Source: an optimization exercise on an open RTL-to-GDS flow (aim: small area). Production flows keep margins and buffers that such runs may drop. Only simulation tests tie the RTL to the original design; equivalence was not proved.

### flow/config.mk
export PLATFORM = sky130hd
export DESIGN_NAME = xbee_codec
export DESIGN_NICKNAME = xbee_codec
export VERILOG_FILES = /design/flow/design.v
export SDC_FILE = /design/flow/constraint.sdc
export NUM_CORES = 4
export LEC_CHECK = 0
export CAP_MARGIN = 20
export CORE_MARGIN = 2
export CORE_UTILIZATION = 40
export SLEW_MARGIN = 20
### flow/constraint.sdc
create_clock -name core_clock -period 20.0 [get_ports {clk}]
set_input_delay 4.0000 -clock core_clock [delete_from_list [all_inputs] [get_ports {clk}]]
set_output_delay 4.0000 -clock core_clock [all_outputs]
set_load 0.01 [all_outputs]
### flow/design.v
module xbee_codec #(
    parameter integer CAP          = 10,    
    parameter integer MAXP         = 8,     
    parameter integer RESP_TIMEOUT = 200    
) (
    input  wire                 clk,
    input  wire                 rst,
    input  wire                 rx_valid,
    input  wire [7:0]           rx_byte,
    input  wire                 rx_en,
    output wire                 rx_ready,
    output wire                 tx_valid,
    output wire [7:0]           tx_byte,
    input  wire                 tx_ready,
    input  wire                 req_valid,
    input  wire                 req_kind,      
    output wire                 req_ready,
    input  wire [15:0]          m_addr,
    input  wire [7:0]           m_corr,
    input  wire [7:0]           m_plen,
    input  wire [8*CAP-1:0]     m_payload,
    input  wire [15:0]          c_code,
    input  wire [7:0]           c_plen,
    input  wire [8*MAXP-1:0]    c_params,
    output wire                 awaiting,
    output wire                 slot_valid,
    output wire [7:0]           slot_status,
    output wire [3:0]           slot_vlen,
    output wire [63:0]          slot_value,
    output wire                 ev_msg_valid,
    output wire [15:0]          ev_msg_addr,
    output wire [7:0]           ev_msg_rssi,
    output wire [3:0]           ev_msg_plen,
    output wire [8*CAP-1:0]     ev_msg_payload,
    output wire                 ev_ack_valid,
    output wire [7:0]           ev_ack_corr,
    output wire [7:0]           ev_ack_status,
    output wire                 ev_cmd_valid,
    output wire [1:0]           ev_cmd_result,   
    output wire                 ev_rej_valid,
    output wire                 ev_rej_kind,     
    output wire                 ev_rej_reason    
);
    localparam [7:0]  DELIM       = 8'h7E;
    localparam [7:0]  T_TX16      = 8'h01;
    localparam [7:0]  T_AT_CMD    = 8'h08;
    localparam [7:0]  T_AT_RESP   = 8'h88;
    localparam [7:0]  T_TX_STATUS = 8'h89;
    localparam [7:0]  T_RX16      = 8'h81;
    localparam [7:0]  T_RX64      = 8'h80;
    localparam [7:0]  T_MODEM     = 8'h8A;
    localparam [15:0] BCAST       = 16'hFFFF;
    localparam [7:0]  CMD_CORR_ID = 8'h01;
    localparam integer MAXV       = 8;
    localparam integer DBUF = (CAP > MAXV) ? CAP : MAXV;
    localparam integer EBUF = (CAP + 9 > MAXP + 8) ? CAP + 9 : MAXP + 8;
    localparam integer EW   = $clog2(EBUF + 1);
    localparam integer TW   = $clog2(RESP_TIMEOUT + 1);
    localparam [2:0] D_IDLE   = 3'd0;
    localparam [2:0] D_LEN_HI = 3'd1;
    localparam [2:0] D_LEN_LO = 3'd2;
    localparam [2:0] D_TYPE   = 3'd3;
    localparam [2:0] D_BODY   = 3'd4;
    localparam [1:0] R_RESPONSE  = 2'd0;
    localparam [1:0] R_TIMEOUT   = 2'd1;
    localparam [1:0] R_MALFORMED = 2'd2;
    function [15:0] body_len(input [7:0] t, input [15:0] l);
        begin
            if (t == T_AT_RESP || t == T_RX16)
                body_len = (l < 16'd5) ? 16'd5 : l;        
            else if (t == T_TX_STATUS)
                body_len = 16'd3;
            else if (t == T_RX64)
                body_len = (l == 16'd0) ? 16'd1 : l;
            else if (t == T_MODEM)
                body_len = 16'd2;
            else
                body_len = 16'd0;
        end
    endfunction
    reg [2:0]          dstate;
    reg [15:0]         dlen;
    reg [7:0]          dtype;
    reg [15:0]         dpos;
    reg [7:0]          d_id;
    reg [7:0]          d_status;
    reg [15:0]         d_addr;
    reg [7:0]          d_rssi;
    reg [7:0]          dbuf [0:DBUF-1];
    reg                e_send;
    reg                ekind;              
    reg [7:0]          ebuf [0:EBUF-1];
    reg [EW-1:0]       elen;
    reg [EW-1:0]       eidx;
    reg                awaiting_q;
    reg                slot_valid_q;
    reg [7:0]          slot_status_q;
    reg [3:0]          slot_vlen_q;
    reg [7:0]          slot_value_q [0:MAXV-1];
    reg [TW-1:0]       tmr;
    reg                ev_msg_q;
    reg [15:0]         ev_msg_addr_q;
    reg [7:0]          ev_msg_rssi_q;
    reg [3:0]          ev_msg_plen_q;
    reg [7:0]          ev_msg_payload_q [0:CAP-1];
    reg                ev_ack_q;
    reg [7:0]          ev_ack_corr_q;
    reg [7:0]          ev_ack_status_q;
    reg                ev_cmd_q;
    reg [1:0]          ev_cmd_result_q;
    reg                ev_rej_q;
    reg                ev_rej_kind_q;
    reg                ev_rej_reason_q;
    assign rx_ready      = rx_en & ~rst;
    assign tx_valid      = e_send & ~rst;
    assign tx_byte       = ebuf[eidx];
    assign req_ready     = ~e_send;
    assign awaiting      = awaiting_q;
    assign slot_valid    = slot_valid_q;
    assign slot_status   = slot_status_q;
    assign slot_vlen     = slot_vlen_q;
    assign ev_msg_valid  = ev_msg_q;
    assign ev_msg_addr   = ev_msg_addr_q;
    assign ev_msg_rssi   = ev_msg_rssi_q;
    assign ev_msg_plen   = ev_msg_plen_q;
    assign ev_ack_valid  = ev_ack_q;
    assign ev_ack_corr   = ev_ack_corr_q;
    assign ev_ack_status = ev_ack_status_q;
    assign ev_cmd_valid  = ev_cmd_q;
    assign ev_cmd_result = ev_cmd_result_q;
    assign ev_rej_valid  = ev_rej_q;
    assign ev_rej_kind   = ev_rej_kind_q;
    assign ev_rej_reason = ev_rej_reason_q;
    genvar g;
    generate
        for (g = 0; g < MAXV; g = g + 1) begin : g_slot
            assign slot_value[8*g +: 8] = slot_value_q[g];
        end
        for (g = 0; g < CAP; g = g + 1) begin : g_evmsg
            assign ev_msg_payload[8*g +: 8] = ev_msg_payload_q[g];
        end
    endgenerate
    wire        rx_take  = rx_valid & rx_en;
    wire [15:0] cur_blen = body_len(dtype, dlen);
    wire [15:0] nfield   = (dlen < 16'd5) ? 16'd0 : dlen - 16'd5;
    wire [15:0] vidx     = dpos - 16'd4;                
    wire        in_body  = rx_take && dstate == D_BODY;
    wire        body_end = in_body && (dpos + 16'd1 == cur_blen);
    wire        cap_val  = (dtype == T_AT_RESP || dtype == T_RX16) &&
                           dpos >= 16'd4 && dpos < 16'd4 + nfield &&
                           vidx < DBUF;
    wire        at_done      = body_end && dtype == T_AT_RESP;
    wire        at_malformed = (dlen < 16'd5) || (nfield > MAXV);
    wire        rx16_done    = body_end && dtype == T_RX16 &&
                               !((dlen < 16'd5) || (nfield > CAP));
    wire        ack_done     = body_end && dtype == T_TX_STATUS;
    integer i;
    always @(posedge clk) begin
        if (rst) begin
            dstate   <= D_IDLE;
            dlen     <= 16'd0;
            dtype    <= 8'd0;
            dpos     <= 16'd0;
            d_id     <= 8'd0;
            d_status <= 8'd0;
            d_addr   <= 16'd0;
            d_rssi   <= 8'd0;
        end else if (rx_take) begin
            case (dstate)
                D_IDLE: begin
                    if (rx_byte == DELIM)
                        dstate <= D_LEN_HI;
                end
                D_LEN_HI: begin
                    dlen[15:8] <= rx_byte;
                    dstate     <= D_LEN_LO;
                end
                D_LEN_LO: begin
                    dlen[7:0] <= rx_byte;
                    dstate    <= D_TYPE;
                end
                D_TYPE: begin
                    dtype <= rx_byte;
                    if (body_len(rx_byte, dlen) == 16'd0) begin
                        dstate <= D_IDLE;
                    end else begin
                        dstate <= D_BODY;
                        dpos   <= 16'd0;
                    end
                end
                D_BODY: begin
                    if (dtype == T_AT_RESP) begin
                        if (dpos == 16'd3)
                            d_status <= rx_byte;
                    end else if (dtype == T_TX_STATUS) begin
                        if (dpos == 16'd0)
                            d_id <= rx_byte;
                        else if (dpos == 16'd1)
                            d_status <= rx_byte;
                    end else if (dtype == T_RX16) begin
                        if (dpos == 16'd0)
                            d_addr[15:8] <= rx_byte;
                        else if (dpos == 16'd1)
                            d_addr[7:0] <= rx_byte;
                        else if (dpos == 16'd2)
                            d_rssi <= rx_byte;
                    end
                    dpos <= dpos + 16'd1;
                    if (dpos + 16'd1 == cur_blen)
                        dstate <= D_IDLE;
                end
                default: dstate <= D_IDLE;
            endcase
        end
    end
    always @(posedge clk) begin
        if (!rst && in_body && cap_val)
            dbuf[vidx] <= rx_byte;
    end
    wire       accept    = ~rst & req_valid & ~e_send;
    wire       emit      = ~rst & e_send & tx_ready;
    wire       last_byte = emit && (eidx + 1'b1 == elen);
    wire       cmd_sent  = last_byte && ekind;
    wire       msg_bad   = m_plen > CAP;
    wire       cmd_busy  = awaiting_q;
    wire       cmd_bad   = c_plen > MAXP;
    wire       cmd_accept = accept && req_kind && !cmd_busy && !cmd_bad;
    wire       msg_accept = accept && !req_kind && !msg_bad;
    wire       bcast   = (m_addr == BCAST);
    wire [7:0] msg_id  = bcast ? 8'h00 : m_corr;
    wire [7:0] msg_opt = bcast ? 8'h01 : 8'h00;
    reg  [7:0] msg_sum;
    reg  [7:0] cmd_sum;
    always @(*) begin
        msg_sum = T_TX16 + msg_id + m_addr[15:8] + m_addr[7:0] + msg_opt;
        for (i = 0; i < CAP; i = i + 1)
            if (i < m_plen)
                msg_sum = msg_sum + m_payload[8*i +: 8];
        cmd_sum = T_AT_CMD + CMD_CORR_ID + c_code[7:0] + c_code[15:8];
        for (i = 0; i < MAXP; i = i + 1)
            if (i < c_plen)
                cmd_sum = cmd_sum + c_params[8*i +: 8];
    end
    always @(posedge clk) begin
        if (rst) begin
            e_send <= 1'b0;
            ekind  <= 1'b0;
            elen   <= {EW{1'b0}};
            eidx   <= {EW{1'b0}};
        end else if (e_send) begin
            if (tx_ready) begin
                eidx <= eidx + 1'b1;
                if (eidx + 1'b1 == elen)
                    e_send <= 1'b0;
            end
        end else if (msg_accept) begin
            e_send <= 1'b1;
            ekind  <= 1'b0;
            elen   <= m_plen[EW-1:0] + 9;
            eidx   <= {EW{1'b0}};
        end else if (cmd_accept) begin
            e_send <= 1'b1;
            ekind  <= 1'b1;
            elen   <= c_plen[EW-1:0] + 8;
            eidx   <= {EW{1'b0}};
        end
    end
    always @(posedge clk) begin
        if (msg_accept) begin
            ebuf[0] <= DELIM;
            ebuf[1] <= 8'h00;
            ebuf[2] <= m_plen + 8'd5;
            ebuf[3] <= T_TX16;
            ebuf[4] <= msg_id;
            ebuf[5] <= m_addr[15:8];
            ebuf[6] <= m_addr[7:0];
            ebuf[7] <= msg_opt;
            for (i = 0; i < CAP; i = i + 1)
                ebuf[8 + i] <= m_payload[8*i +: 8];
            ebuf[8 + m_plen] <= ~msg_sum;
        end else if (cmd_accept) begin
            ebuf[0] <= DELIM;
            ebuf[1] <= 8'h00;
            ebuf[2] <= c_plen + 8'd4;
            ebuf[3] <= T_AT_CMD;
            ebuf[4] <= CMD_CORR_ID;
            ebuf[5] <= c_code[7:0];
            ebuf[6] <= c_code[15:8];
            for (i = 0; i < MAXP; i = i + 1)
                ebuf[7 + i] <= c_params[8*i +: 8];
            ebuf[7 + c_plen] <= ~cmd_sum;
        end
    end
    always @(posedge clk) begin
        if (rst) begin
            awaiting_q   <= 1'b0;
            slot_valid_q <= 1'b0;
            tmr          <= {TW{1'b0}};
        end else if (cmd_accept) begin
            awaiting_q   <= 1'b1;
            slot_valid_q <= 1'b0;
            tmr          <= {TW{1'b0}};
        end else if (awaiting_q && at_done) begin
            awaiting_q <= 1'b0;
            tmr        <= {TW{1'b0}};
            if (!at_malformed)
                slot_valid_q <= 1'b1;
        end else if (awaiting_q && cmd_sent) begin
            tmr <= RESP_TIMEOUT;
        end else if (awaiting_q && tmr == 1) begin
            awaiting_q <= 1'b0;
            tmr        <= {TW{1'b0}};
        end else if (awaiting_q && tmr > 1) begin
            tmr <= tmr - 1'b1;
        end
    end
    always @(posedge clk) begin
        if (!rst && !cmd_accept && awaiting_q && at_done && !at_malformed) begin
            slot_status_q <= d_status;
            slot_vlen_q   <= nfield[3:0];
            for (i = 0; i < MAXV; i = i + 1)
                slot_value_q[i] <= dbuf[i];
        end
    end
    always @(posedge clk) begin
        if (rst) begin
            ev_msg_q <= 1'b0;
            ev_ack_q <= 1'b0;
            ev_cmd_q <= 1'b0;
            ev_rej_q <= 1'b0;
        end else begin
            ev_msg_q <= rx16_done;
            ev_ack_q <= ack_done;
            ev_cmd_q <= awaiting_q && !cmd_accept &&
                        (at_done || (!cmd_sent && tmr == 1));
            ev_rej_q <= accept && (req_kind ? (cmd_busy || cmd_bad) : msg_bad);
        end
    end
    always @(posedge clk) begin
        if (rx16_done) begin
            ev_msg_addr_q <= d_addr;
            ev_msg_rssi_q <= d_rssi;
            ev_msg_plen_q <= nfield[3:0];
            for (i = 0; i < CAP; i = i + 1)
                ev_msg_payload_q[i] <= dbuf[i];
        end
        if (ack_done) begin
            ev_ack_corr_q   <= d_id;
            ev_ack_status_q <= d_status;
        end
        if (awaiting_q && at_done)
            ev_cmd_result_q <= at_malformed ? R_MALFORMED : R_RESPONSE;
        else
            ev_cmd_result_q <= R_TIMEOUT;
        if (accept) begin
            ev_rej_kind_q   <= req_kind;
            ev_rej_reason_q <= req_kind ? !cmd_busy : 1'b1;
        end
    end
endmodule
### flow/run.sh
#!/bin/bash
# synth_recipe.tcl (not shown) runs the flow's synth.tcl, then flattens the netlist and writes it again
# the make line also repeats each setting of config.mk as NAME=value (left out here)
make -C /OpenROAD-flow-scripts/flow DESIGN_CONFIG=/design/flow/config.mk WORK_HOME=/design/flow/orfs CLKGATE_MAP_FILE= SYNTH_SCRIPT=/design/flow/synth_recipe.tcl finish
==> out/metrics.cfg <==
[worst_setup_path]
required_ns = 20.31
cp_max_fo = 14
end_kind = flop
cpPeakStageDelay_ns = 0.74
r2r_start = dlen[9]$_SDFFE_PP0P_
critPathArrivalTime_ns = 18.05
cp-startpoint = m_addr[9]
crit_top_cell = ha_1
critPathSlowestCell = or4_1
critPathKind = input port to flop
startpoint_type = input port

[layout]
stdcell_count = 4911
nFillCells = 8005
ff_latch_area_sq_mm = 0.01848
fin_nets = 4096
drive_gt1_frac = 0.08827
utilization = 0.4968
multi_input_area_sq_mm = 0.01677
area_delta_synth_final_pct = 23.29

[sta]
fmax_mhz = 56.37
rsz0062_at_grt = false
setup_violations = 0
worst_pin_slew_ns = 1.160
fin_skew_ns = 0.03993
maxSlewViolCount = 0
period_needed_ns = 17.74
max_slew_margin = 0.2253
post-route-period-util = 0.8870
timing.setup.tns_ns = 0
whs_ns = 0.4173
finalHoldViolCount = 0

[synth]
synth_top_area_share = 0.4461
synthTopCellsByArea = edfxtp_1 (45%), dfxtp_1 (6.4%), ha_1 (6.4%)
synth_flop_cell = edfxtp_1
synthDistinctLibCells = 93
synthArstFlopShare = 0
synth_edf_count = 538
synth_cells = 3230
ys_seq_area_frac = 0.5102
syn_area_sq_mm = 0.03621
yosysTopAreaCell = edfxtp_1
yosys_warnings = 3
synth.avg_cell_area_sq_um = 11.21
yosys_register_bits = 654

[routing]
drt_iter0_drc = 2994
first_pass_iters = 5
final_antenna_net_count = 0
drc = 0
vias = 27920
detail_route.vias_per_cell = 5.686
wl_per_cell_microns = 25.01
drt_wl_total_microns = 122800

[clock_network]
numClockSinks = 654
cts.clk_slew.worst_paths_ns = 0.06
postCtsResizedCells = 0
cts_tree = yes
clk_latency_ns = 0.63
postCtsHoldBufs = 0
numCtsBuffers = 71
h-tree-depth = 3
cts_buffer_depth = 3
clock-root-buffer = clkbuf_16
post-cts-setup-buffers = 0

[grt]
grt_pass1_vias = 26490
grt_first_pass_wirelength_microns = 179000
grt-ovfl-total = 0
grt_max_degree = 85
grt_util_all_layers = 0.2597
antenna_found_initial = 15

[run]
cap_viol_max_count = 0

[run_status]
status = finished clean

[placed_design]
port-buffer-count = 435
dp_hpwl_microns = 94310
finalWeightedCongestion = 0.9322
place_inst = 4773

[min_path]
hold_class = flop to flop
min-delay-start = dbuf[9][7]$_DFFE_PP_

[die]
ios = 436
die_h_microns = 304.9
fp.dieW_microns = 304.9
start_util = 0.4030
dieArea_sq_mm = 0.09296
fp-row-count = 110
core_area_sq_mm = 0.08987

-- logic make-up (layout without fill, tap and decap cells) --
group | after synthesis | in the layout | synth area share
fa+ha+maj | 211 | 211 | 0.07850
other cells | 1 | 24 | 0.0001035
simple gates | 1018 | 1018 | 0.1369
compound gates | 701 | 701 | 0.1218
buf+inv | 301 | 783 | 0.03179
xor+xnor | 165 | 165 | 0.04294
mux | 179 | 179 | 0.07781
flops | 654 | 654 | 0.5102
-- final cells by class --
class	count	area share
multi-input cells	2290	0.3756
flip-flops and latches	654	0.4139
inverters	152	0.01278
repair buffers	501	0.1086
clock buffers	87	0.04273
diodes	8	0.0004484
well taps	1176	0.03295
clock inverters	43	0.01297
-- layer usage --
layer | share of wire | global-route usage
met1 | 0.44 | 0.3696
met2 | 0.45 | 0.4067
met3 | 0.081 | 0.04492
met4 | 0.028 | 0.07506
met5 | 0.00046 | 0
-- Yosys cell counts, drive strengths merged, types with 11 or more instances --
library cell,number
and2,76
a21oi,223
nand3,71
o31ai,18
fa,27
a21o,33
nor4,27
nand2b,32
o21ai,155
o22ai,12
o21a,43
nor2b,44
nand2,246
xnor2,93
a211oi,74
buf,29
and3,18
dfxtp,116
mux2,20
a21boi,11
ha,184
nor2,306
or2,11
clkbuf,120
o211ai,18
a31oi,24
mux2i,79
xor2,64
inv,150
nor3b,11
or3,39
nand4,18
nor3,81
mux4,80
edfxtp,538
-- worst max-delay path, delay by kind of cell --
| family | cells | cell delay (ns) |
|---|---|---|
| adder cells (fa/ha/maj) | 11 | 3.77 |
| AO/OA/AOI/OAI | 13 | 3.53 |
| AND/OR/NAND/NOR | 17 | 3.41 |
| XOR/XNOR | 8 | 1.77 |
| buffers and inverters | 4 | 1.12 |
| multiplexers | 2 | 0.44 |
-- worst paths after layout --
| path | endpoint | slack (ns) | cells after the start |
|---|---|---|---|
| setup / recovery | ebuf[18][7]$_DFFE_PP_ | 2.26 | 55 |
| hold / removal | ev_msg_payload[79]$_DFFE_PP_ | 0.42 | 0 |
| hold reg to reg | ev_msg_payload[79]$_DFFE_PP_ | 0.42 | 0 |
| setup reg to reg | dbuf[1][3]$_DFFE_PP_ | 14.12 | 18 |
-- stage by stage --
step	cell area (sq um)	worst slack (ns)
6_report	44650	2.261
5_1_grt	44640	1.416
4_1_cts	44610	2.394
3_5_place_dp	42120	1.798
3_3_place_gp	42120	1.997
2_1_floorplan	36270	4.068
-- placed cells by master (no fill, tap or decap), types with 80 or more instances in the layout --
cell type,instances
a21oi_1,223
clkdlybuf4s50_1,434
dfxtp_1,114
edfxtp_1,538
ha_1,184
inv_1,149
mux4_2,80
nand2_1,246
nor2_1,301
o21ai_0,149
xnor2_1,93
-- state kept, by name (all words and copies together), names as in the netlist, 16 cells and up, named ones only --
name,cells
ev_msg_payload_q,64
ebuf,256
dbuf,80
dpos,16
ev_msg_addr_q,16
d_addr,16
ev_msg_payload,16
dlen,16
slot_value_q,64

==> separate check: timing with driven ports <==
The results above use ideal ports. As a check the final layout listed here was re-extracted and re-timed, cells and wires unchanged. Step 1 assumes that a clkbuf_16 drives the clock port and a buf_2 every other input. Step 2 moves the port delays by t, midway between the first and last clock arrival at a register: inputs arrive t later, outputs are due t later. That takes back most of the time a late clock gives input paths. Slacks: ideal / step 1 / step 2; pairs: ideal / step 1.
shift t [ns]: 0.679
setup slack, ns: 2.261 / 2.296 / 1.617
worst data-port slew with drivers (ns): 0.14
After both steps this run still meets setup and hold. The setup slack of this run moves by +0.035 ns with the drivers and by -0.644 ns with both steps.
